From an optimization exercise on the open Yosys and OpenROAD flow, aimed at small area, a short achievable clock period and few clock cycles; shortcuts taken in it are not production practice. RTL that was checked went through simulation tests only; none was proved equivalent to the original. No functional check of the RTL was part of run 5. No activity file was given, so power comes from the tool's default toggle rates.

`flow/flow/run.sh`:
```
#!/bin/bash
# Standard ORFS layout, with the port buffers made of the smallest buffer
# cell instead of the one buffer_ports picks by default.
set -euo pipefail
export BUFFER_PORTS_ARGS="-buffer_cell sky130_fd_sc_hd__buf_1"
bash standard.sh > standard.log 2>&1
```
`flow/standard.sh`:
```
#!/bin/bash
# synth_recipe.tcl (not shown) runs the flow's synth.tcl, then flattens the netlist and writes it again
# the make line also repeats each setting of config.mk as NAME=value (left out here)
make -C /OpenROAD-flow-scripts/flow DESIGN_CONFIG=/design/flow/config.mk WORK_HOME=/design/flow/orfs CLKGATE_MAP_FILE= SYNTH_SCRIPT=/design/flow/synth_recipe.tcl "${@:-finish}"
```
`flow/config.mk`:
```
export PLATFORM = sky130hd
export DESIGN_NAME = bbt_feistel
export DESIGN_NICKNAME = bbt_feistel
export VERILOG_FILES = /design/flow/design.v
export SDC_FILE = /design/flow/constraint.sdc
export NUM_CORES = 4
export LEC_CHECK = 0
export CAP_MARGIN = 10
export CORE_MARGIN = 2
export CORE_UTILIZATION = 70
export CTS_BUF_LIST = sky130_fd_sc_hd__clkbuf_8
export CTS_CLUSTER_DIAMETER = 80
export CTS_CLUSTER_SIZE = 14
export PLACE_DENSITY = 0.8
export SETUP_SLACK_MARGIN = 4.4
export SLEW_MARGIN = 10
```
`flow/constraint.sdc`:
```
create_clock -name core_clock -period 8.0 [get_ports {clk}]
set_input_delay 1.6000 -clock core_clock [delete_from_list [all_inputs] [get_ports {clk}]]
set_output_delay 1.6000 -clock core_clock [all_outputs]
set_load 0.01 [all_outputs]
```
`flow/design.v`:
```
module bbt_feistel (
    input  wire         clk,
    input  wire         rst,
    input  wire         cmd_valid,
    output wire         cmd_ready,
    input  wire [2:0]   cmd_op,
    input  wire [31:0]  cmd_arg,
    input  wire [31:0]  cmd_a,
    input  wire [31:0]  cmd_b,
    input  wire [127:0] cmd_fkey,
    output reg          done,
    output reg          err,
    output wire [31:0]  out_a,
    output wire [31:0]  out_b,
    output reg          emit,
    output reg  [12:0]  kr_raddr,
    input  wire [31:0]  kr_rdata,
    output reg          kr_we,
    output wire [12:0]  kr_waddr,
    output reg  [31:0]  kr_wdata
);
    localparam OP_KEY_COPY   = 3'd0;
    localparam OP_KEY_XOR    = 3'd1;
    localparam OP_DESCRAMBLE = 3'd2;
    localparam OP_BLOCK_ENC  = 3'd3;
    localparam OP_BLOCK_DEC  = 3'd4;
    localparam OP_SFUNC      = 3'd5;
    localparam OP_STREAM_BEG = 3'd6;
    localparam OP_STREAM_PR  = 3'd7;
    reg         s_wait;          
    reg         s_acc;           
    reg         s_chk;           
    reg         s_rnd;           
    reg         s_fin;           
    reg         s_pro1;          
    reg         s_xor;           
    reg [2:0]   op;
    reg         copied, ready, active;
    reg [9:0]   k1h;             
    reg [10:0]  k2h;             
    reg [28:0]  pairs_left;
    reg [1:0]   pidx;
    reg [2:0]   cyc;             
    reg [3:0]   r;               
    reg [11:0]  cnt;             
    reg         in_k2;           
    reg [31:0]  x, y, acc, w;
    assign cmd_ready = s_acc;
    assign out_a = y;
    assign out_b = x;
    wire fwd  = (op == OP_DESCRAMBLE) || (op == OP_BLOCK_ENC);
    wire desc = (op == OP_DESCRAMBLE);
    wire sf   = (op == OP_SFUNC);
    wire kx   = (op == OP_KEY_XOR);
    wire [31:0] sum  = acc + kr_rdata;
    wire [31:0] xnew = y ^ sum;
    wire [31:0] yrd  = y ^ kr_rdata;
    function [12:0] tab(input [1:0] t, input [7:0] v);
        tab = {1'b1, 2'b00, t, v};
    endfunction
    function [12:0] key(input f, input [4:0] n);
        key = {8'd0, f ? n : 5'd17 - n};
    endfunction
    wire len_ok = !x[0] && x[15:0] >= 16'd18 && x[15:0] <= 16'd1024 &&
                  !x[16] && x[31:16] >= 16'd1024 && x[31:16] <= 16'd4096;
    wire cmd_bad = (op == OP_KEY_COPY)   ? !len_ok :
                   (op == OP_STREAM_BEG) ? (!ready || x[2:0] != 3'd0) :
                   (op == OP_STREAM_PR)  ? !active : !copied;
    wire chk_end = cmd_bad || (op == OP_KEY_COPY) || (op == OP_STREAM_BEG);
    wire first_k1  = !in_k2 && (cnt == 12'd0);      
    wire k1_end    = !in_k2 && (cnt[11:1] == {1'b0, k1h});
    wire desc_end  = in_k2 && (cnt[11:1] == k2h);
    wire c4        = s_rnd && (cyc == 3'd4);
    wire rnd_last  = c4 && (sf || r == 4'd15);
    wire swap      = c4 || s_chk || (s_pro1 && !desc_end);
    wire [11:0] cnt1     = cnt + 12'd1;
    wire        xor_last = (cnt[10:0] == {k1h, 1'b1});
    assign kr_waddr = {in_k2, cnt[11:1], cnt[0] | s_fin};
    always @(posedge clk) begin
        if (rst) begin
            s_wait <= 1'b1;
            s_acc  <= 1'b0;
            s_chk  <= 1'b0;
            s_rnd  <= 1'b0;
            s_fin  <= 1'b0;
            s_pro1 <= 1'b0;
            s_xor  <= 1'b0;
            copied <= 1'b0;
            ready  <= 1'b0;
            active <= 1'b0;
            done   <= 1'b0;
            kr_we  <= 1'b0;
        end else begin
            done  <= 1'b0;
            kr_we <= 1'b0;
            if (s_wait && cmd_valid) begin
                s_wait <= 1'b0;
                s_acc  <= 1'b1;
            end
            if (s_acc) begin
                s_acc <= 1'b0;
                if (sf && copied) begin
                    s_rnd <= 1'b1;
                end else if (kx && copied) begin
                    ready  <= 1'b0;
                    active <= 1'b0;
                    s_xor  <= 1'b1;
                end else begin
                    s_chk <= 1'b1;
                end
            end
            if (s_chk) begin
                s_chk <= 1'b0;
                if (chk_end) begin
                    done   <= 1'b1;
                    s_wait <= 1'b1;
                end else begin
                    s_rnd <= 1'b1;
                end
                if (!cmd_bad) begin
                    case (op)
                    OP_KEY_COPY: begin
                        copied <= 1'b1;
                        ready  <= 1'b0;
                        active <= 1'b0;
                    end
                    OP_DESCRAMBLE: active <= 1'b0;
                    OP_STREAM_BEG: active <= (x[31:3] != 29'd0);
                    default: ;
                    endcase
                end
            end
            if (rnd_last) begin
                s_rnd <= 1'b0;
                s_fin <= 1'b1;
                kr_we <= desc;
            end
            if (s_fin) begin
                s_fin <= 1'b0;
                if (desc) begin
                    s_pro1 <= 1'b1;
                    kr_we  <= 1'b1;
                end else begin
                    done   <= 1'b1;
                    s_wait <= 1'b1;
                    if (op == OP_STREAM_PR) active <= (pairs_left != 29'd1);
                end
            end
            if (s_pro1) begin
                s_pro1 <= 1'b0;
                if (desc_end) begin
                    ready  <= 1'b1;
                    done   <= 1'b1;
                    s_wait <= 1'b1;
                end else begin
                    s_rnd <= 1'b1;
                end
            end
            if (s_xor) begin
                if (xor_last) begin
                    done   <= 1'b1;
                    s_xor  <= 1'b0;
                    s_wait <= 1'b1;
                end else begin
                    kr_we <= !cnt1[11];
                end
            end
        end
    end
    always @(posedge clk) begin
        w <= s_acc ? cmd_fkey[95:64] : y;
        if (s_wait) op <= cmd_op;
        if (s_acc)
            x <= kx ? cmd_fkey[31:0] :
                 (sf || op == OP_KEY_COPY || op == OP_STREAM_BEG) ? cmd_arg :
                 desc ? 32'd0 : cmd_b;
        else if (swap)
            x <= (s_pro1 && first_k1) ? 32'd0 : xnew;    
        else if (s_xor)
            x <= acc;
        if (s_acc)
            y <= kx ? cmd_fkey[127:96] : (sf || desc) ? 32'd0 : cmd_a;
        else if (s_rnd && cyc == 3'd0)
            y <= sf ? 32'd0 : yrd;
        else if (s_fin)
            y <= sf ? x : yrd;
        else if (swap || s_xor)
            y <= x;
        if (s_acc && kx)
            acc <= cmd_fkey[63:32];
        else if (s_rnd && (cyc == 3'd1 || cyc == 3'd2))
            acc <= acc ^ kr_rdata;
        else if (s_rnd && cyc == 3'd3)
            acc <= sum;
        else if (s_xor)
            acc <= w;
        else
            acc <= 32'd0;
        kr_wdata <= (s_fin || s_xor) ? yrd : xnew;
        if (s_wait)
            kr_raddr <= key(cmd_op == OP_DESCRAMBLE || cmd_op == OP_BLOCK_ENC, 5'd0);
        else if (s_acc)
            kr_raddr <= kx ? 13'd0 : sf ? tab(2'd2, cmd_arg[15:8]) : key(fwd, 5'd1);
        else if (swap && !(c4 && r == 4'd15))
            kr_raddr <= tab(2'd2, (s_pro1 && first_k1) ? 8'd0 : xnew[15:8]);
        else if (c4)
            kr_raddr <= key(fwd, 5'd0);
        else if (s_rnd) begin
            case (cyc)
            3'd0: kr_raddr <= tab(2'd1, x[23:16]);
            3'd1: kr_raddr <= tab(2'd3, x[7:0]);
            3'd2: kr_raddr <= tab(2'd0, x[31:24]);
            default: kr_raddr <= key(fwd, {1'b0, r} + 5'd2);
            endcase
        end else if (s_fin)
            kr_raddr <= key(fwd, 5'd1);
        else if (s_xor)
            kr_raddr <= {3'd0, cnt[9:0] + 10'd3};
        if (!s_rnd) begin
            cyc <= 3'd0;
            r   <= 4'd0;
        end else begin
            cyc <= (cyc == 3'd4) ? 3'd0 : cyc + 3'd1;
            if (cyc == 3'd4) r <= r + 4'd1;
        end
        if (s_acc) begin
            cnt   <= kx ? 12'hffe : 12'd0;
            in_k2 <= 1'b0;
        end else if (s_xor) begin
            cnt <= cnt1;
        end else if (s_pro1) begin
            if (k1_end) begin
                in_k2 <= 1'b1;
                cnt   <= 12'd0;
            end else begin
                cnt <= cnt + 12'd2;
            end
        end
        if (s_acc)
            err <= 1'b0;
        if (s_chk) begin
            err <= cmd_bad;
            if (op == OP_KEY_COPY && !cmd_bad) begin
                k1h <= x[10:1] - 10'd1;
                k2h <= x[27:17] - 11'd1;
            end
            if (op == OP_STREAM_BEG && !cmd_bad) begin
                pairs_left <= x[31:3];
                pidx       <= 2'd0;
            end
        end
        if (s_fin && op == OP_STREAM_PR) begin
            emit       <= pidx[1];
            pidx       <= pidx[1] ? pidx : pidx + 2'd1;
            pairs_left <= pairs_left - 29'd1;
        end
    end
endmodule
```
==> results.json, run 1 <==
{
  "ant_nets": 0,
  "hold_viol": 0,
  "fmax_mhz": 262.2,
  "finalSetupTns_ns": 0,
  "crit_slowest_cell": "fa_2",
  "arrival_ns": 4.27,
  "grt_pass1_wl_mm": 88.02,
  "hp-class": "reg -> reg",
  "status": "no timing/DRC/antenna violations",
  "drv_cap": 0,
  "fin_crit_sh": 0.4768,
  "setup_viol_count_final": 0,
  "ios": 389,
  "io_buffers": 386,
  "antenna_found_initial": 1,
  "power.total_uw": 2934,
  "period_minus_slack_ns": 3.814,
  "start_kind": "input port",
  "final_common_cell": "buf_1",
  "ys_ff_latch": 260,
  "cts_tree": "done",
  "synthesis.area_mm2": 0.01620,
  "synth_area_leaders": "edfxtp_1, dfxtp_1, xnor2_1",
  "wl_per_cell_um": 24.87,
  "worst_pin_slew_ns": 1.220,
  "final_cell_mix": "buf_1, nand2_1, a21oi_1, edfxtp_1, nor2_1",
  "core_mm2": 0.02271,
  "crit_buf_inv": 2,
  "cp_max_fo": 3,
  "p_seq_frac": 0.545,
  "timing.slew.headroom": 0.1863,
  "synth_largest_area_cell": "edfxtp_1",
  "synth_top_area_share": 0.2558,
  "slew_violations": 0,
  "rows": 55,
  "crit_path_end_kind": "flip-flop",
  "clk_latency_ns": 0.57,
  "power_frac_clock": 0.262,
  "combPwrFrac": 0.193,
  "cts.sinks": 260,
  "diodes": 0,
  "p_sw_frac": 0.3129,
  "synth_edf_count": 138,
  "syn_inst": 1807,
  "grt_use_total": 0.4724,
  "seq_area_frac_synth": 0.4066,
  "overflow": 0,
  "drc": 0,
  "cts_made_buffers": 22,
  "place_hpwl_mm": 42.39,
  "peakVddDrop_v": 0.0001822,
  "slowest_delay_ns": 0.40,
  "firstDrtPassIters": 8,
  "p_sw_uw": 918.2,
  "final_cells": 2426,
  "h-tree-depth": 1,
  "synthFlopType": "edfxtp_1",
  "nNetsFinal": 2438,
  "fin_ws_ns": 4.186,
  "routed_wl_mm": 60.35,
  "synth_warnings": 1,
  "grt_max_degree": 94,
  "crit_family": "compound AO/OA/AOI/OAI gates",
  "crit_type": "in -> reg",
  "root_buffer": "clkbuf_8",
  "syn2layout_area_growth_pct": 15.12,
  "postCtsHoldBufs": 0,
  "drt_iter0_drc": 2725,
  "critical_path_required_ns": 8.45,
  "dieHeight_um": 156.1,
  "drive_gt1_frac": 0.08781,
  "crit_chain": "buf_8 > ha_4 > fa_2 > a21oi_4 > o21ai_4 > o211ai_1 > nand4_1 > a31oi_4 > o21bai_1 > xor2_1 > buf_4 > mux2i_2 > xnor2_1",
  "fin_worst_skew_ns": 0.02399,
  "rsz0062_at_grt": "yes",
  "p_int_uw": 2016,
  "syn_avg_cell_area_um2": 8.965,
  "placed_cell_area_mm2": 0.01788,
  "synth_cell_types": 76,
  "place_congestion": 0.9779,
  "via_per_inst": 6.974,
  "dp_slack_ns": 3.597,
  "dp.cells": 2370,
  "nFillCells": 1425,
  "postSynth.asyncResetShare": 0,
  "grt_pass1_vias": 15880,
  "pwr_density_cell_mw_per_mm2": 157.3,
  "initial_core_util": 0.7133,
  "clock_path_buffers": 3,
  "leakage_uw": 0.006902,
  "clkTransAtPathRegs_ns": 0.10,
  "vias": 16920,
  "finalInstanceArea_mm2": 0.01865,
  "die-area_mm2": 0.02438,
  "die_x_um": 156.1
}
## worst min-delay path: cells and delay by family, from the launching register on
kind	cells	cell delay [ns]
AND/OR/NAND/NOR	1	0.05
flip-flops	1	0.33
AO/OA/AOI/OAI	1	0.05
## per-stage QoR
| step | util | hold WS [ns] |
|---|---|---|
| 6_report | 0.8212 | 0.4789 |
| 5_1_grt | 0.8212 | 0.5008 |
| 4_1_cts | 0.8104 | 0.4778 |
| 3_5_place_dp | 0.7875 | 0.4647 |
| 3_3_place_gp | 0.7875 | 0.4468 |
| 2_1_floorplan | - | 0.4332 |
## flip-flops by register name, indices dropped and copies added, names as in the netlist, 11 cells and up
register	cells
k2h	11
cnt	12
w	32
y	32
kr_raddr	11
x	32
pairs_left	29
acc	32
kr_wdata	32
## power groups by stage
stage                     clock network, uW  logic, uW  registers, uW
after floorplan                           0        315           1600
after global placement                    0        508           1620
after detailed placement                  0        524           1620
after CTS                               755        534           1590
after global routing                    801        600           1600
final                                   770        565           1600
## synth_stat cells, drive strengths merged (13+ instances only)
| cell type | number |
|---|---|
| a31oi | 24 |
| nor2b | 16 |
| nand2 | 194 |
| buf | 26 |
| ha | 50 |
| mux2 | 31 |
| nor3 | 29 |
| a21oi | 148 |
| nand2b | 13 |
| nor2 | 129 |
| a221oi | 53 |
| nand4 | 18 |
| a22oi | 74 |
| and3 | 17 |
| clkbuf | 110 |
| xnor2 | 120 |
| inv | 35 |
| dfxtp | 122 |
| mux2i | 31 |
| edfxtp | 138 |
| nor4 | 17 |
| xor2 | 84 |
| nand3 | 58 |
| o21ai | 133 |
## kinds of logic after synthesis
kind of cell | share of synthesized area
simple gates | 0.1576
mux | 0.04070
buf+inv | 0.04302
xor+xnor | 0.1117
flops | 0.4066
compound gates | 0.2003
other cells | 0.0002315
fa+ha+maj | 0.03985
## final cells by class
cell class | instances | area (um2) | share of cell area
Tap cell | 285 | 356.6 | 0.01912
Clock inverter | 17 | 90.09 | 0.004831
Timing Repair Buffer | 429 | 1795 | 0.09628
Inverter | 35 | 131.4 | 0.007045
Clock buffer | 23 | 316.6 | 0.01698
Sequential cell | 260 | 6590 | 0.3534
Multi-Input combinational cell | 1377 | 9368 | 0.5023
## routing by layer
metal,vias up,global-route usage,wire [um]
met1,7776,0.6007,20500
met2,1620,0.7444,26650
li1,7198,-,-
met5,-,0,0
met3,326,0.1139,9117
met4,0,0.2626,4073
## final timing paths
kind / start / end / slack, ns / cells after the start
worst min register to register: kr_raddr[8]$_SDFFE_PP0P_ / kr_raddr[8]$_SDFFE_PP0P_ / 0.48 / 2
worst min-delay path: kr_raddr[8]$_SDFFE_PP0P_ / kr_raddr[8]$_SDFFE_PP0P_ / 0.48 / 2
worst max-delay path: kr_rdata[0] / kr_wdata[26]$_DFF_P_ / 4.19 / 13
worst max register to register: x[5]$_DFFE_PP_ / pairs_left[17]$_DFFE_PP_ / 4.59 / 9
## repair_timing
item,4_1_cts,5_1_grt
gates resized for setup,7,49
setup endpoints to repair,72,96
gates cloned,0,0
setup buffers,10,6
pin swaps,7,22
Testbench counts, summed over its fixed seeds: cycles 420,510.
==> run 2, diff against run 1 <==
==> flow/config.mk (replaced) <==
export PLATFORM = sky130hd
export DESIGN_NAME = bbt_feistel
export DESIGN_NICKNAME = bbt_feistel
export VERILOG_FILES = /design/flow/design.v
export SDC_FILE = /design/flow/constraint.sdc
export NUM_CORES = 4
export LEC_CHECK = 0
export CAP_MARGIN = 5
export CORE_MARGIN = 2
export CORE_UTILIZATION = 70
export CTS_BUF_LIST = sky130_fd_sc_hd__clkbuf_4 sky130_fd_sc_hd__clkbuf_8
export PLACE_DENSITY = 0.8
export SETUP_SLACK_MARGIN = 4
export SLEW_MARGIN = 5
==> run 2 against run 1 <==
Net effect: combinational power fell by 4%; sequential power barely moved; worst hold slack worse by 0.027 ns; critical path depth down 1; clock skew grew 0.00081 ns; cell area grew 0.55%; worst setup slack got worse by 0.18 ns; via count grew 1.9%; sequential share of layout area down 0.19 points; clock-buffer cell count rose by 43; largest power group unchanged; highest routed layer is now met5.
==> results.json, run 2 <==
{
  "drv_cap": 0,
  "synth_xor_area_frac": 0.1117,
  "rsz0062_at_grt": "yes",
  "setup_viol_count_final": 0,
  "hold-path-endpoint": "kr_raddr[9]$_SDFFE_PP0P_",
  "die_x_um": 156.1,
  "overflow": 0,
  "synth_compound_area_frac": 0.2003,
  "synth_edf_count": 138,
  "drive_gt1_frac": 0.08299,
  "final_cell_mix": "buf_1, nand2_1, a21oi_1, edfxtp_1, o21ai_0",
  "firstDrtPassIters": 9,
  "leakage_uw": 0.007037,
  "grt_pass1_wl_mm": 90.33,
  "crit_path_start": "kr_rdata[0]",
  "synth_top_area_share": 0.2558,
  "core_mm2": 0.02271,
  "initial_core_util": 0.7133,
  "synthMuxAreaShare": 0.04070,
  "worstReg2RegEnd": "kr_raddr[1]$_SDFFCE_PP0P_",
  "reg2reg_depth": 8,
  "pwr_density_cell_mw_per_mm2": 186.3,
  "peakVddDrop_v": 0.0001406,
  "ant_nets": 0,
  "synthSimpleGateAreaFrac": 0.1576,
  "synthesis.area_mm2": 0.01620,
  "synth_area_leaders": "edfxtp_1, dfxtp_1, xnor2_1",
  "syn_inst": 1807,
  "status": "no timing/DRC/antenna violations",
  "grt_pass1_vias": 16420,
  "routed_wl_mm": 61.70,
  "synthFlopType": "edfxtp_1",
  "root_buffer": "clkbuf_8",
  "die-area_mm2": 0.02438,
  "via_per_inst": 7.025,
  "syn_avg_cell_area_um2": 8.965,
  "crit_path_end_kind": "flip-flop",
  "synth_common_cells": "nand2_1, a21oi_1, edfxtp_1",
  "rows": 55,
  "hold_viol": 0,
  "slowest_delay_ns": 0.40,
  "timing.slew.headroom": 0.2029,
  "critical_path_required_ns": 8.27,
  "ios": 389,
  "worst_r2r_startpoint": "cnt[2]$_DFFE_PP_",
  "vias": 17250,
  "ys_ff_latch": 260,
  "syn2layout_area_growth_pct": 15.75,
  "cts_tree": "done",
  "fin_crit_sh": 0.4990,
  "hold_start": "kr_raddr[9]$_SDFFE_PP0P_",
  "arrival_ns": 4.26,
  "clkTransAtPathRegs_ns": 0.06,
  "crit_chain": "buf_1 > ha_1 > fa_2 > a21oi_2 > o21ai_1 > o211ai_1 > nand4_1 > a31oi_4 > o21ai_0 > xor2_1 > xnor2_1 > o21ai_0",
  "cts_made_buffers": 44,
  "crit_top_cell": "o21ai_0",
  "h-tree-depth": 2,
  "final_common_cell": "buf_1",
  "synth_top_family_by_area": "compound AO/OA/AOI/OAI gates",
  "grt_use_total": 0.4844,
  "fin_worst_skew_ns": 0.02480,
  "synthAdderAreaFrac": 0.03985,
  "cp_max_fo": 4,
  "clk_latency_ns": 0.57,
  "finalSetupTns_ns": 0,
  "dieHeight_um": 156.1,
  "worst_pin_slew_ns": 1.196,
  "grt_max_degree": 94,
  "clock_path_buffers": 3,
  "period_minus_slack_ns": 3.992,
  "cts.sinks": 260,
  "drc": 0,
  "crit_slowest_cell": "fa_2",
  "slew_violations": 0,
  "synth_cell_types": 76,
  "wl_per_cell_um": 25.13,
  "synth_warnings": 1,
  "crit_type": "in -> reg",
  "post-synth-top-count-cell": "nand2_1",
  "r2r_setup_slack_ns": 4.18,
  "place_hpwl_mm": 42.94,
  "final_cells": 2455,
  "dp.cells": 2369,
  "fmax_mhz": 250.5,
  "antenna_found_initial": 2,
  "nNetsFinal": 2446,
  "io_buffers": 386,
  "synth_largest_area_cell": "edfxtp_1",
  "hp-class": "reg -> reg",
  "start_kind": "input port",
  "postSynth.asyncResetShare": 0,
  "place_congestion": 1.003,
  "drt_iter0_drc": 2676,
  "whs_path_depth": 2,
  "power.total_uw": 3494,
  "seq_area_frac_synth": 0.4066
}
==> run 2: cell count changes in the layout (fill, tap and decap cells not counted), moves of 8 or more <==
cell	previous run	this run
clkbuf_8	23	52
clkbuf_4	0	14
o21ai_1	14	3
inv_1	49	35
ha_1	35	50
ha_4	10	0
buf_4	41	29
clkinv_2	0	8
o21ai_0	114	127
==> run 2: cell type report <==
cell class              instances  area, um2
well taps                     285      356.6
multi-input cells            1377       9026
inverters                      35      131.4
diodes                          1      2.502
repair buffers                415       1667
clock inverters                16      156.4
clock buffers                  66      820.8
flip-flops and latches        260       6590
fillers                      1379       3959
==> run 2: cells by family after synthesis <==
group | Yosys count
mux | 62
fa+ha+maj | 51
other cells | 1
buf+inv | 171
compound gates | 515
simple gates | 542
xor+xnor | 205
flops | 260
==> run 2: per-layer routing <==
metal	part of all wire	track usage	vias to the layer above
met1	0.33	0.5992	7860
met3	0.15	0.1458	416
met5	0.00021	0	-
met2	0.44	0.7425	1734
met4	0.072	0.3062	2
li1	-	-	7235
==> run 2: worst max path at each step <==
stage | to | slack (ns) | cells after the start
4_1_cts | x[30]$_DFFE_PP_ | 3.97 | 12
3_3_place_gp | x[30]$_DFFE_PP_ | 3.27 | 12
2_1_floorplan | x[24]$_DFFE_PP_ | 4.04 | 11
5_1_grt | x[30]$_DFFE_PP_ | 3.94 | 12
3_5_place_dp | x[30]$_DFFE_PP_ | 3.19 | 12
6_report | x[30]$_DFFE_PP_ | 4.01 | 12
==> run 2: report_power, final <==
part	internal (uW)	switching (uW)
logic	207	338
registers	1500	109
clock network	756	585
total	2460	1030
==> run 2: stage by stage <==
| stage | instance area (um2) | utilization | worst slack, ns | hold slack, ns |
|---|---|---|---|---|
| floorplan | 16200 | - | 4.041 | 0.4332 |
| global placement | 17700 | 0.7793 | 3.266 | 0.4442 |
| detailed placement | 17700 | 0.7793 | 3.187 | 0.4458 |
| CTS | 18710 | 0.8240 | 3.973 | 0.4541 |
| global route | 18750 | 0.8256 | 3.937 | 0.4828 |
| finish | 18750 | 0.8257 | 4.008 | 0.4522 |
==> run 2: what timing repair did <==
action,CTS,global route
buffers inserted,1,2
pin swaps,1,5
gates resized for setup,6,6
hold buffers,0,0
setup endpoints to repair,14,32
==> run 2: worst max-delay path: cells and delay by family <==
kind / cells / cell delay [ns]
adders and majority gates: 2 / 0.63
buffers and inverters: 1 / 0.11
xor gates and xnor gates: 2 / 0.45
and+or+nand+nor: 1 / 0.25
AOI/OAI and AO/OA: 6 / 1.21
==> run 3, diff against run 2 <==
==> flow/config.mk (replaced) <==
export PLATFORM = sky130hd
export DESIGN_NAME = bbt_feistel
export DESIGN_NICKNAME = bbt_feistel
export VERILOG_FILES = /design/flow/design.v
export SDC_FILE = /design/flow/constraint.sdc
export NUM_CORES = 4
export LEC_CHECK = 0
export CAP_MARGIN = 0
export CORE_MARGIN = 2
export CORE_UTILIZATION = 60
export CTS_BUF_LIST = sky130_fd_sc_hd__clkbuf_8
export CTS_CLUSTER_DIAMETER = 80
export CTS_CLUSTER_SIZE = 14
export PLACE_DENSITY = 0.7
export SETUP_SLACK_MARGIN = 4.4
export SLEW_MARGIN = 0
==> run 3 against run 2 <==
Net effect: sequential share of layout area up 0.13 points; still clean; clock-buffer cell count shrank 43; total power is 17% lower; worst setup slack gained 0.41 ns; highest routed layer is now met4; sequential power hardly changed; first-iteration DRC count decreased by 18%; combinational power is 4.4% higher; synthesized cell count stayed put; clock power shrank 44%; global-route usage decreased by 6.7 points; critical path type unchanged.
==> results.json, run 3 <==
{
  "synth_top_area_share": 0.2558,
  "cts_tree": "done",
  "ys_ff_latch": 260,
  "crit_type": "in -> reg",
  "core_mm2": 0.02673,
  "start_kind": "input port",
  "synthesis.area_mm2": 0.01620,
  "synthFlopType": "edfxtp_1",
  "rsz0062_at_grt": "yes",
  "combPwrFrac": 0.195,
  "initial_core_util": 0.6061,
  "overflow": 0,
  "antenna_found_initial": 1,
  "finalSetupTns_ns": 0,
  "cp_max_fo": 4,
  "hp-class": "reg -> reg",
  "rows": 60,
  "clk_latency_ns": 0.59,
  "nNetsFinal": 2439,
  "dieHeight_um": 168.3,
  "die_x_um": 168.3,
  "cts_made_buffers": 22,
  "whs_path_depth": 2,
  "grt_pass1_wl_mm": 90.25,
  "synth_common_cells": "nand2_1, a21oi_1, edfxtp_1",
  "grt_use_total": 0.4178,
  "worst_pin_slew_ns": 1.175,
  "final_cells": 2482,
  "root_buffer": "clkbuf_8",
  "synth_cell_types": 76,
  "syn2layout_area_growth_pct": 15.33,
  "synth_warnings": 1,
  "drive_gt1_frac": 0.08879,
  "p_sw_uw": 932.4,
  "grt_max_degree": 64,
  "synth_largest_area_cell": "edfxtp_1",
  "drt_iter0_drc": 2189,
  "h-tree-depth": 1,
  "pwr_density_cell_mw_per_mm2": 156.1,
  "wl_per_cell_um": 24.66,
  "die-area_mm2": 0.02833,
  "slew_violations": 0,
  "final_cell_mix": "buf_1, nand2_1, a21oi_1, edfxtp_1, nor2_1",
  "leakage_uw": 0.006877,
  "timing.slew.headroom": 0.2139,
  "hold_viol": 0,
  "crit_path_end_kind": "flip-flop",
  "p_int_uw": 1984,
  "postSynth.asyncResetShare": 0,
  "p_sw_frac": 0.3197,
  "clkTransAtPathRegs_ns": 0.09,
  "syn_inst": 1807,
  "dp.cells": 2431,
  "final_common_cell": "buf_1",
  "fin_worst_skew_ns": 0.02957,
  "fin_crit_sh": 0.4478,
  "arrival_ns": 4.05,
  "period_minus_slack_ns": 3.583,
  "cts.sinks": 260,
  "grt_pass1_vias": 15290,
  "syn_avg_cell_area_um2": 8.965,
  "drv_cap": 0,
  "ant_nets": 0,
  "synth_area_leaders": "edfxtp_1, dfxtp_1, xnor2_1",
  "power_frac_clock": 0.259,
  "place_hpwl_mm": 44.02,
  "reg2reg_depth": 10,
  "vias": 16200,
  "p_seq_frac": 0.546,
  "post-synth-top-count-cell": "nand2_1",
  "synth_edf_count": 138,
  "io_buffers": 386,
  "drc": 0,
  "fmax_mhz": 279.1,
  "place_congestion": 1.001,
  "routed_wl_mm": 61.22,
  "setup_viol_count_final": 0,
  "ios": 389,
  "seq_area_frac_synth": 0.4066,
  "postCtsHoldBufs": 0,
  "via_per_inst": 6.526,
  "status": "no timing/DRC/antenna violations",
  "critical_path_required_ns": 8.47,
  "clock_path_buffers": 3,
  "peakVddDrop_v": 0.0001678,
  "firstDrtPassIters": 7
}
[run 3: cell counts after synthesis]
No cell type changed its count.
[run 3: worst paths after layout]
| kind | from | end | slack [ns] |
|---|---|---|---|
| setup / recovery | kr_rdata[1] | kr_wdata[29]$_DFF_P_ | 4.42 |
| hold / removal | kr_raddr[8]$_SDFFE_PP0P_ | kr_raddr[8]$_SDFFE_PP0P_ | 0.47 |
| setup reg to reg | x[21]$_DFFE_PP_ | pairs_left[11]$_DFFE_PP_ | 4.53 |
| hold reg to reg | kr_raddr[8]$_SDFFE_PP0P_ | kr_raddr[8]$_SDFFE_PP0P_ | 0.47 |
[run 3: cells by family (layout without fill, tap and decap cells)]
group	count (synthesis)	after routing	share of synthesized area
adders and majority gates	51	51	0.03985
and+or+nand+nor	542	542	0.1576
muxes	62	62	0.04070
AOI/OAI and AO/OA	515	515	0.2003
buffers and inverters	171	503	0.04302
xor gates and xnor gates	205	205	0.1117
other	1	3	0.0002315
DFF	260	260	0.4066
[run 3: layer usage]
layer / vias up / wire length [um] / track usage
met1: 7670 / 23610 / 0.5679
met2: 1142 / 27510 / 0.6624
met5: - / 0 / 0
met4: 0 / 2917 / 0.1803
li1: 7194 / - / -
met3: 191 / 7172 / 0.06958
[run 3: layout make-up]
type	count	area, um2
fillers	2193	8043
diodes	1	2.502
clock buffers	23	316.6
flip-flops and latches	260	6590
well taps	341	426.7
repair buffers	430	1798
multi-input cells	1377	9356
clock inverters	15	61.31
inverters	35	131.4
[run 3: power groups by stage]
| stage | combinational (uW) | sequential, uW | clock (uW) |
|---|---|---|---|
| floorplan | 315 | 1600 | 0 |
| global placement | 527 | 1620 | 0 |
| detailed placement | 538 | 1620 | 0 |
| CTS | 546 | 1590 | 750 |
| global route | 607 | 1600 | 793 |
| finish | 569 | 1590 | 756 |
[run 3: worst max-delay path, stage by stage]
cell and delay (ns):
buf_2 0.15, ha_4 0.27, a21o_1 0.16, and4_4 0.28, o21bai_4 0.10, a2111oi_4 0.46
o31a_1 0.20, o211ai_1 0.17, and3b_2 0.31, o31ai_4 0.26, xnor2_1 0.09
[run 3: repair_timing]
| action | CTS | global route |
|---|---|---|
| pin swaps | 8 | 11 |
| gates resized for setup | 13 | 35 |
| endpoints found under the setup margin | 113 | 73 |
| setup buffers | 7 | 5 |
[run 3: metrics by stage]
stage          setup WS [ns]  hold WS, ns  total power (uW)  instance area (um2)    util
2_1_floorplan          4.232       0.4332              1911                16420       -
3_3_place_gp           3.612       0.4424              2144                18000  0.6735
3_5_place_dp           3.578       0.4503              2156                18000  0.6735
4_1_cts                4.407       0.4629              2883                18480  0.6916
5_1_grt                4.311       0.4923              2996                18680  0.6991
6_report               4.417       0.4668              2916                18680  0.6991
==> run 4, diff against run 3 <==
==> flow/flow/run.sh (replaced) <==
#!/bin/bash
# Standard ORFS layout (the standard.sh) with two changes: the port
# buffers are the smallest buffer cell instead of the one buffer_ports picks
# by default, and the buffers ABC put in the netlist are removed at the
# floorplan (ORFS's REMOVE_ABC_BUFFERS), so the later repair steps buffer
# only where the placed design needs it.
set -euo pipefail
export BUFFER_PORTS_ARGS="-buffer_cell sky130_fd_sc_hd__buf_1"
export REMOVE_ABC_BUFFERS=1
bash standard.sh > standard.log 2>&1
--- a/flow/config.mk
+++ b/flow/config.mk
@@ -5,7 +5,7 @@
 export SDC_FILE = /design/flow/constraint.sdc
 export NUM_CORES = 4
 export LEC_CHECK = 0
-export CAP_MARGIN = 0
+export CAP_MARGIN = 10
 export CORE_MARGIN = 2
 export CORE_UTILIZATION = 60
 export CTS_BUF_LIST = sky130_fd_sc_hd__clkbuf_8
@@ -13,4 +13,4 @@
 export CTS_CLUSTER_SIZE = 14
 export PLACE_DENSITY = 0.7
 export SETUP_SLACK_MARGIN = 4.4
-export SLEW_MARGIN = 0
+export SLEW_MARGIN = 10
==> run 4 against run 3 <==
Net effect: still clean on timing, DRC and antenna; worst setup slack improved by 0.022 ns; synthesized cell count unchanged; register-to-register slack improved by 0.03 ns; cell area increased by 0.42%; sequential cell count unchanged; clock power about the same; sequential power about the same; final cell count increased by 0.36%; via count increased by 0.35%.
==> results.json, run 4 <==
{
  "via_per_inst": 6.525,
  "slew_violations": 0,
  "grt_pass1_wl_mm": 91.47,
  "power.total_uw": 2922,
  "core_mm2": 0.02673,
  "grt_use_total": 0.4220,
  "crit_path_start": "kr_rdata[16]",
  "place_hpwl_mm": 43.46,
  "synth_area_leaders": "edfxtp_1, dfxtp_1, xnor2_1",
  "synth_common_cells": "nand2_1, a21oi_1, edfxtp_1",
  "drive_gt1_frac": 0.08985,
  "grt_max_degree": 56,
  "hold_start": "kr_raddr[8]$_SDFFE_PP0P_",
  "pwr_density_cell_mw_per_mm2": 155.8,
  "synthesis.area_mm2": 0.01620,
  "whs_path_depth": 2,
  "ys_ff_latch": 260,
  "hp-class": "reg -> reg",
  "timing.slew.headroom": 0.2230,
  "drc": 0,
  "syn_inst": 1807,
  "die_x_um": 168.3,
  "synth_top_area_share": 0.2558,
  "dieHeight_um": 168.3,
  "arrival_ns": 3.89,
  "final_cell_mix": "buf_1, nand2_1, a21oi_1, edfxtp_1, nor2_1",
  "drt_iter0_drc": 2172,
  "rsz0062_at_grt": "yes",
  "routed_wl_mm": 61.94,
  "clock_path_buffers": 3,
  "hold_ws_ns": 0.4705,
  "cp_max_fo": 7,
  "finalSetupTns_ns": 0,
  "setup_viol_count_final": 0,
  "antenna_found_initial": 3,
  "die-area_mm2": 0.02833,
  "crit_type": "in -> reg",
  "wl_per_cell_um": 24.87,
  "status": "no timing/DRC/antenna violations",
  "initial_core_util": 0.6061,
  "final_common_cell": "buf_1",
  "overflow": 0,
  "postSynth.asyncResetShare": 0,
  "postCtsHoldBufs": 0,
  "fin_crit_sh": 0.4451,
  "hold_viol": 0,
  "post-route-util": 0.7020,
  "nNetsFinal": 2445,
  "io_buffers": 386,
  "h-tree-depth": 1,
  "vias": 16250,
  "synth_cell_types": 76,
  "ios": 389,
  "place_congestion": 0.9594,
  "cts_tree": "done",
  "fin_worst_skew_ns": 0.05056,
  "cts_made_buffers": 22,
  "syn2layout_area_growth_pct": 15.81,
  "ant_nets": 0,
  "post-synth-top-count-cell": "nand2_1",
  "crit_path_end_kind": "flip-flop",
  "firstDrtPassIters": 6,
  "root_buffer": "clkbuf_8",
  "syn_avg_cell_area_um2": 8.965,
  "synth_warnings": 1,
  "synthFlopType": "edfxtp_1",
  "cts.sinks": 260,
  "synth_edf_count": 138,
  "clk_latency_ns": 0.62,
  "grt_pass1_vias": 15560,
  "start_kind": "input port",
  "critical_path_required_ns": 8.33,
  "leakage_uw": 0.006959,
  "worst_r2r_startpoint": "x[21]$_DFFE_PP_",
  "fmax_mhz": 280.8,
  "rows": 60,
  "clkTransAtPathRegs_ns": 0.10,
  "worst_pin_slew_ns": 1.161,
  "period_minus_slack_ns": 3.561,
  "synth_largest_area_cell": "edfxtp_1",
  "drv_cap": 0,
  "peakVddDrop_v": 0.0001343,
  "reg2reg_depth": 10,
  "seq_area_frac_synth": 0.4066
}
==> run 4: metal layers <==
layer	track usage	share of wire	vias to the layer above
met2	0.6667	0.45	1157
met3	0.08886	0.12	232
met4	0.2163	0.057	2
met5	0	0.00021	-
li1	-	-	7213
met1	0.5495	0.37	7650
==> run 4: worst max-delay path, cell delays in order <==
cell and delay [ns]:
buf_1 0.13, ha_1 0.45, a21oi_2 0.23, o21bai_1 0.08, a21oi_1 0.24, o22ai_1 0.15
a41oi_2 0.28, o21ai_0 0.17, xnor2_1 0.19, buf_4 0.16, xnor2_1 0.11, o21ai_0 0.09
==> run 4: final timing paths <==
path	to	slack [ns]
worst max-delay path	x[27]$_DFFE_PP_	4.44
worst min register to register	kr_raddr[8]$_SDFFE_PP0P_	0.47
worst min-delay path	kr_raddr[8]$_SDFFE_PP0P_	0.47
worst max register to register	pairs_left[7]$_DFFE_PP_	4.56
==> run 4: kinds of logic (layout without fill, tap and decap cells) <==
kind of cell	after synthesis	count (layout)	synth area share
adders and majority gates	51	51	0.03985
buffers and inverters	171	511	0.04302
DFF	260	260	0.4066
and+or+nand+nor	542	542	0.1576
AOI/OAI and AO/OA	515	515	0.2003
xor gates and xnor gates	205	205	0.1117
muxes	62	62	0.04070
other	1	4	0.0002315
==> run 4: layout make-up <==
| class | count | area, um2 |
|---|---|---|
| inverter | 35 | 131.4 |
| sequential | 260 | 6590 |
| tap | 341 | 426.7 |
| fill | 2235 | 7965 |
| timing repair buffer | 436 | 1871 |
| clock buffer | 23 | 316.6 |
| antenna | 2 | 5.005 |
| clock inverter | 17 | 68.82 |
| multi-input combinational | 1377 | 9351 |
==> run 4: through the flow <==
| step | setup slack (ns) | area, um2 | cells |
|---|---|---|---|
| 3_5_place_dp | 3.120 | 17830 | 2431 |
| 6_report | 4.439 | 18760 | 2491 |
| 5_1_grt | 4.323 | 18760 | 2490 |
| 4_1_cts | 4.400 | 18480 | 2482 |
| 2_1_floorplan | 3.603 | 15640 | 1672 |
| 3_3_place_gp | 3.220 | 17830 | 2431 |
==> run 4: what timing repair did <==
| action | in CTS | in global routing |
|---|---|---|
| endpoints found under the setup margin | 119 | 109 |
| pin swaps | 14 | 20 |
| resized for setup | 34 | 52 |
| buffers inserted | 11 | 6 |
==> run 4: where the power goes <==
part           switching (uW)  internal (uW)  leakage, uW
combinational             352            222      0.00440
clock                     487            269     0.000255
sequential               95.7           1500      0.00230
total                     935           1990      0.00696
==> run 5, diff against run 4 <==
--- a/flow/design.v
+++ b/flow/design.v
@@ -61,20 +61,20 @@
     function [12:0] key(input f, input [4:0] n);
         key = {8'd0, f ? n : 5'd17 - n};
     endfunction
-    wire len_ok = !x[0] && x[15:0] >= 16'd18 && x[15:0] <= 16'd1024 &&
-                  !x[16] && x[31:16] >= 16'd1024 && x[31:16] <= 16'd4096;
-    wire cmd_bad = (op == OP_KEY_COPY)   ? !len_ok :
-                   (op == OP_STREAM_BEG) ? (!ready || x[2:0] != 3'd0) :
+    reg  a_lenok, a_al8, a_nz;
+    wire len_ok = !cmd_arg[0] && cmd_arg[15:0] >= 16'd18 && cmd_arg[15:0] <= 16'd1024 &&
+                  !cmd_arg[16] && cmd_arg[31:16] >= 16'd1024 && cmd_arg[31:16] <= 16'd4096;
+    wire cmd_bad = (op == OP_KEY_COPY)   ? !a_lenok :
+                   (op == OP_STREAM_BEG) ? (!ready || !a_al8) :
                    (op == OP_STREAM_PR)  ? !active : !copied;
     wire chk_end = cmd_bad || (op == OP_KEY_COPY) || (op == OP_STREAM_BEG);
-    wire first_k1  = !in_k2 && (cnt == 12'd0);      
-    wire k1_end    = !in_k2 && (cnt[11:1] == {1'b0, k1h});
-    wire desc_end  = in_k2 && (cnt[11:1] == k2h);
+    reg  first_k1;                                   
+    reg  k1_end, desc_end, xl;
     wire c4        = s_rnd && (cyc == 3'd4);
     wire rnd_last  = c4 && (sf || r == 4'd15);
     wire swap      = c4 || s_chk || (s_pro1 && !desc_end);
     wire [11:0] cnt1     = cnt + 12'd1;
-    wire        xor_last = (cnt[10:0] == {k1h, 1'b1});
+    wire        xor_last = xl;
     assign kr_waddr = {in_k2, cnt[11:1], cnt[0] | s_fin};
     always @(posedge clk) begin
         if (rst) begin
@@ -125,7 +125,7 @@
                         active <= 1'b0;
                     end
                     OP_DESCRAMBLE: active <= 1'b0;
-                    OP_STREAM_BEG: active <= (x[31:3] != 29'd0);
+                    OP_STREAM_BEG: active <= a_nz;
                     default: ;
                     endcase
                 end
@@ -170,6 +170,15 @@
     always @(posedge clk) begin
         w <= s_acc ? cmd_fkey[95:64] : y;
         if (s_wait) op <= cmd_op;
+        if (s_acc) begin
+            a_lenok <= len_ok;
+            a_al8   <= (cmd_arg[2:0] == 3'd0);
+            a_nz    <= (cmd_arg[31:3] != 29'd0);
+        end
+        first_k1 <= !in_k2 && (cnt == 12'd0);
+        k1_end   <= !in_k2 && (cnt[11:1] == {1'b0, k1h});
+        desc_end <= in_k2 && (cnt[11:1] == k2h);
+        xl       <= s_xor && (cnt[10:0] == {k1h, 1'b0});
         if (s_acc)
             x <= kx ? cmd_fkey[31:0] :
                  (sf || op == OP_KEY_COPY || op == OP_STREAM_BEG) ? cmd_arg :
==> flow/flow/run.sh (replaced) <==
#!/bin/bash
# Standard ORFS layout, with the port buffers made of the smallest buffer
# cell instead of the one buffer_ports picks by default.
set -euo pipefail
export BUFFER_PORTS_ARGS="-buffer_cell sky130_fd_sc_hd__buf_1"
bash standard.sh > standard.log 2>&1
--- a/flow/config.mk
+++ b/flow/config.mk
@@ -5,7 +5,7 @@
 export SDC_FILE = /design/flow/constraint.sdc
 export NUM_CORES = 4
 export LEC_CHECK = 0
-export CAP_MARGIN = 10
+export CAP_MARGIN = 20
 export CORE_MARGIN = 2
 export CORE_UTILIZATION = 60
 export CTS_BUF_LIST = sky130_fd_sc_hd__clkbuf_8
@@ -13,4 +13,4 @@
 export CTS_CLUSTER_SIZE = 14
 export PLACE_DENSITY = 0.7
 export SETUP_SLACK_MARGIN = 4.4
-export SLEW_MARGIN = 10
+export SLEW_MARGIN = 20
==> run 5 against run 4 <==
Net effect: critical path depth rose by 1; non-clock buffer count shrank 3; sequential power up 3%; clock-buffer cell count unchanged; sequential share of layout area about the same; synthesized area increased by 2.4%; register-to-register slack got worse by 0.05 ns; worst hold slack better by 0.013 ns; clock power increased by 2.8%; final cell count increased by 0.16%.
==> results.json, run 5 <==
{
  "io_buffers": 386,
  "cts_tree": "done",
  "post-synth-top-count-cell": "nand2_1",
  "combPwrFrac": 0.192,
  "status": "no timing/DRC/antenna violations",
  "syn_avg_cell_area_um2": 9.132,
  "final_cell_mix": "buf_1, nand2_1, edfxtp_1, nor2_1, dfxtp_1",
  "cp_max_fo": 5,
  "vias": 16510,
  "synthesis.area_mm2": 0.01658,
  "via_per_inst": 6.616,
  "pwr_density_cell_mw_per_mm2": 155.6,
  "ys_ff_latch": 267,
  "dieHeight_um": 170.3,
  "synth_area_leaders": "edfxtp_1, dfxtp_1, xnor2_1",
  "p_sw_uw": 955.9,
  "grt_pass1_vias": 15410,
  "ant_nets": 0,
  "worst_r2r_startpoint": "s_acc$_SDFF_PP0_",
  "worstReg2RegEnd": "ready$_SDFF_PP0_",
  "routed_wl_mm": 63.72,
  "nNetsFinal": 2449,
  "drive_gt1_frac": 0.09703,
  "p_seq_frac": 0.549,
  "clk_latency_ns": 0.59,
  "fmax_mhz": 275.5,
  "crit_path_end_kind": "flip-flop",
  "crit_type": "in -> reg",
  "cts_made_buffers": 23,
  "synth_top_area_share": 0.2553,
  "synth_cell_types": 83,
  "finalSetupTns_ns": 0,
  "wl_per_cell_um": 25.54,
  "drc": 0,
  "multiInputGateArea_mm2": 0.009667,
  "grt_use_total": 0.4238,
  "die-area_mm2": 0.02899,
  "cts.sinks": 267,
  "worst_pin_slew_ns": 0.9602,
  "synth_warnings": 1,
  "final_common_cell": "buf_1",
  "syn2layout_area_growth_pct": 15.99,
  "hold_viol": 0,
  "antenna_found_initial": 1,
  "clock_path_buffers": 3,
  "synth_largest_area_cell": "edfxtp_1",
  "diodes": 0,
  "postCtsHoldBufs": 0,
  "h-tree-depth": 1,
  "clkTransAtPathRegs_ns": 0.11,
  "core_mm2": 0.02703,
  "grt_max_degree": 56,
  "peakVddDrop_v": 0.0001426,
  "postSynth.asyncResetShare": 0,
  "rsz0062_at_grt": "yes",
  "nFillCells": 2196,
  "critical_path_required_ns": 8.47,
  "overflow": 0,
  "timing.slew.headroom": 0.3599,
  "r2r_setup_slack_ns": 4.51,
  "place_hpwl_mm": 45.46,
  "ios": 389,
  "fin_worst_skew_ns": 0.03427,
  "fin_crit_sh": 0.4537,
  "drt_iter0_drc": 2042,
  "timing.critical_path.to": "kr_raddr[2]$_SDFFCE_PP0P_",
  "arrival_ns": 4.10,
  "firstDrtPassIters": 7,
  "setup_viol_count_final": 0,
  "crit_path_start": "kr_rdata[0]",
  "grt_pass1_wl_mm": 92.32,
  "p_int_uw": 2038,
  "synth_edf_count": 141,
  "place_congestion": 1.004,
  "regArea_mm2": 0.006760,
  "die_x_um": 170.3,
  "leakage_uw": 0.007042,
  "rows": 60,
  "fin_ws_ns": 4.371,
  "root_buffer": "clkbuf_8",
  "synth_common_cells": "nand2_1, edfxtp_1, nor2_1",
  "slew_violations": 0,
  "hp-class": "reg -> reg",
  "seq_area_frac_synth": 0.4074,
  "p_sw_frac": 0.3193,
  "hold_ws_ns": 0.4835,
  "power_frac_clock": 0.259,
  "synthFlopType": "edfxtp_1",
  "dp_slack_ns": 3.500,
  "initial_core_util": 0.6136,
  "drv_cap": 0,
  "start_kind": "input port",
  "syn_inst": 1816,
  "period_minus_slack_ns": 3.629,
  "reg2reg_depth": 7
}
[run 5: layer usage]
layer / vias up / wire length, um / global-route usage / part of all wire
li1: 7293 / - / - / -
met1: 7790 / 24100 / 0.5601 / 0.38
met2: 1174 / 28490 / 0.6661 / 0.45
met3: 247 / 7183 / 0.08047 / 0.11
met4: 2 / 3925 / 0.2137 / 0.062
met5: - / 12 / 0 / 0.00019
[run 5: logic make-up (layout without fill, tap and decap cells)]
family / count (synthesis) / in the layout / share of synthesized area
and+or+nand+nor: 548 / 548 / 0.1560
AOI/OAI and AO/OA: 521 / 521 / 0.2103
adders and majority gates: 48 / 48 / 0.03667
DFF: 267 / 267 / 0.4074
other: 1 / 2 / 0.0002261
buffers and inverters: 176 / 513 / 0.04414
xor gates and xnor gates: 198 / 198 / 0.1087
muxes: 57 / 57 / 0.03652
[run 5: final cells by class]
class                   instances  area share
multi-input cells            1374      0.5025
flip-flops and latches        267      0.3514
repair buffers                433     0.09549
well taps                     341     0.02218
clock buffers                  23     0.01646
inverters                      40    0.007935
clock inverters                17    0.003968
[run 5: through the flow]
step	cell area [um2]	cells	total power [uW]	utilization
4_1_cts	18890	2476	2944	0.6989
3_5_place_dp	18390	2430	2205	0.6804
5_1_grt	19240	2495	3070	0.7118
2_1_floorplan	16920	1817	1961	-
6_report	19240	2495	2994	0.7118
3_3_place_gp	18390	2430	2194	0.6804
[run 5: power groups by stage]
stage               sequential [uW]  clock [uW]  combinational [uW]
floorplan                      1630           0                 327
global placement               1660           0                 529
detailed placement             1670           0                 540
CTS                            1630         764                 546
global route                   1650         810                 615
finish                         1640         777                 575
[run 5: how the worst min path moves through the flow]
| stage | start | slack, ns | endpoint | depth (start not counted) |
|---|---|---|---|---|
| final | kr_raddr[9]$_SDFFE_PP0P_ | 0.48 | kr_raddr[9]$_SDFFE_PP0P_ | 2 |
| after global routing | kr_raddr[9]$_SDFFE_PP0P_ | 0.51 | kr_raddr[9]$_SDFFE_PP0P_ | 2 |
| after CTS | kr_raddr[9]$_SDFFE_PP0P_ | 0.48 | kr_raddr[9]$_SDFFE_PP0P_ | 2 |
| after detailed placement | kr_raddr[9]$_SDFFE_PP0P_ | 0.47 | kr_raddr[9]$_SDFFE_PP0P_ | 2 |
| after global placement | cyc[0]$_SDFF_PP0_ | 0.45 | cyc[0]$_SDFF_PP0_ | 1 |
| after floorplan | cyc[0]$_SDFF_PP0_ | 0.43 | cyc[0]$_SDFF_PP0_ | 1 |
[run 5: what timing repair did]
item	4_1_cts	5_1_grt
endpoints found under the hold margin	0	0
setup buffers	6	19
gates resized for setup	18	42
endpoints found under the setup margin	27	34
pin swaps	14	42
[run 5: worst max-delay path: stages]
cell and delay, ns:
buf_8 0.08, ha_4 0.15, inv_4 0.04, fa_2 0.41, nor2b_4 0.17, o2111ai_4 0.16
nand2_1 0.14, a31oi_1 0.17, o21bai_1 0.24, a211oi_2 0.11, nor3_2 0.36, nor4b_1 0.29
o31a_1 0.18

-- re-timing with driven ports --
The results above use ideal ports. As a check the final layouts listed here were re-extracted and re-timed, cells and wires unchanged. Step 1 assumes that a clkbuf_16 drives the clock port and a buf_2 every other input. Step 2, shift: input delay + t, output delay - t, t = (earliest + latest rising clock arrival at the registers) / 2. This alone moves slack from input paths to output paths. a / b / c = no drivers / after step 1 / after step 2; a / b = the first two.
run | t, ns | setup slack, ns | hold slack, ns | latest minus earliest clock arrival (ns)
run 1 | 0.602 | 4.186 / 4.181 / 3.579 | 0.479 / 0.479 / 0.479 | 0.024 / 0.024
run 2 | 0.607 | 4.008 / 4.025 / 3.418 | 0.452 / 0.452 / 0.452 | 0.026 / 0.026
run 3 | 0.625 | 4.417 / 4.444 / 3.819 | 0.467 / 0.467 / 0.467 | 0.030 / 0.029
run 4 | 0.645 | 4.439 / 4.440 / 3.808 | 0.470 / 0.470 / 0.470 | 0.051 / 0.051
run 5 | 0.627 | 4.371 / 4.365 / 3.737 | 0.483 / 0.483 / 0.483 | 0.039 / 0.039
After both steps every run listed still meets setup and hold. For run 5, which loses most, drivers alone change the setup slack by -0.006 ns; drivers and shift together by -0.634 ns.
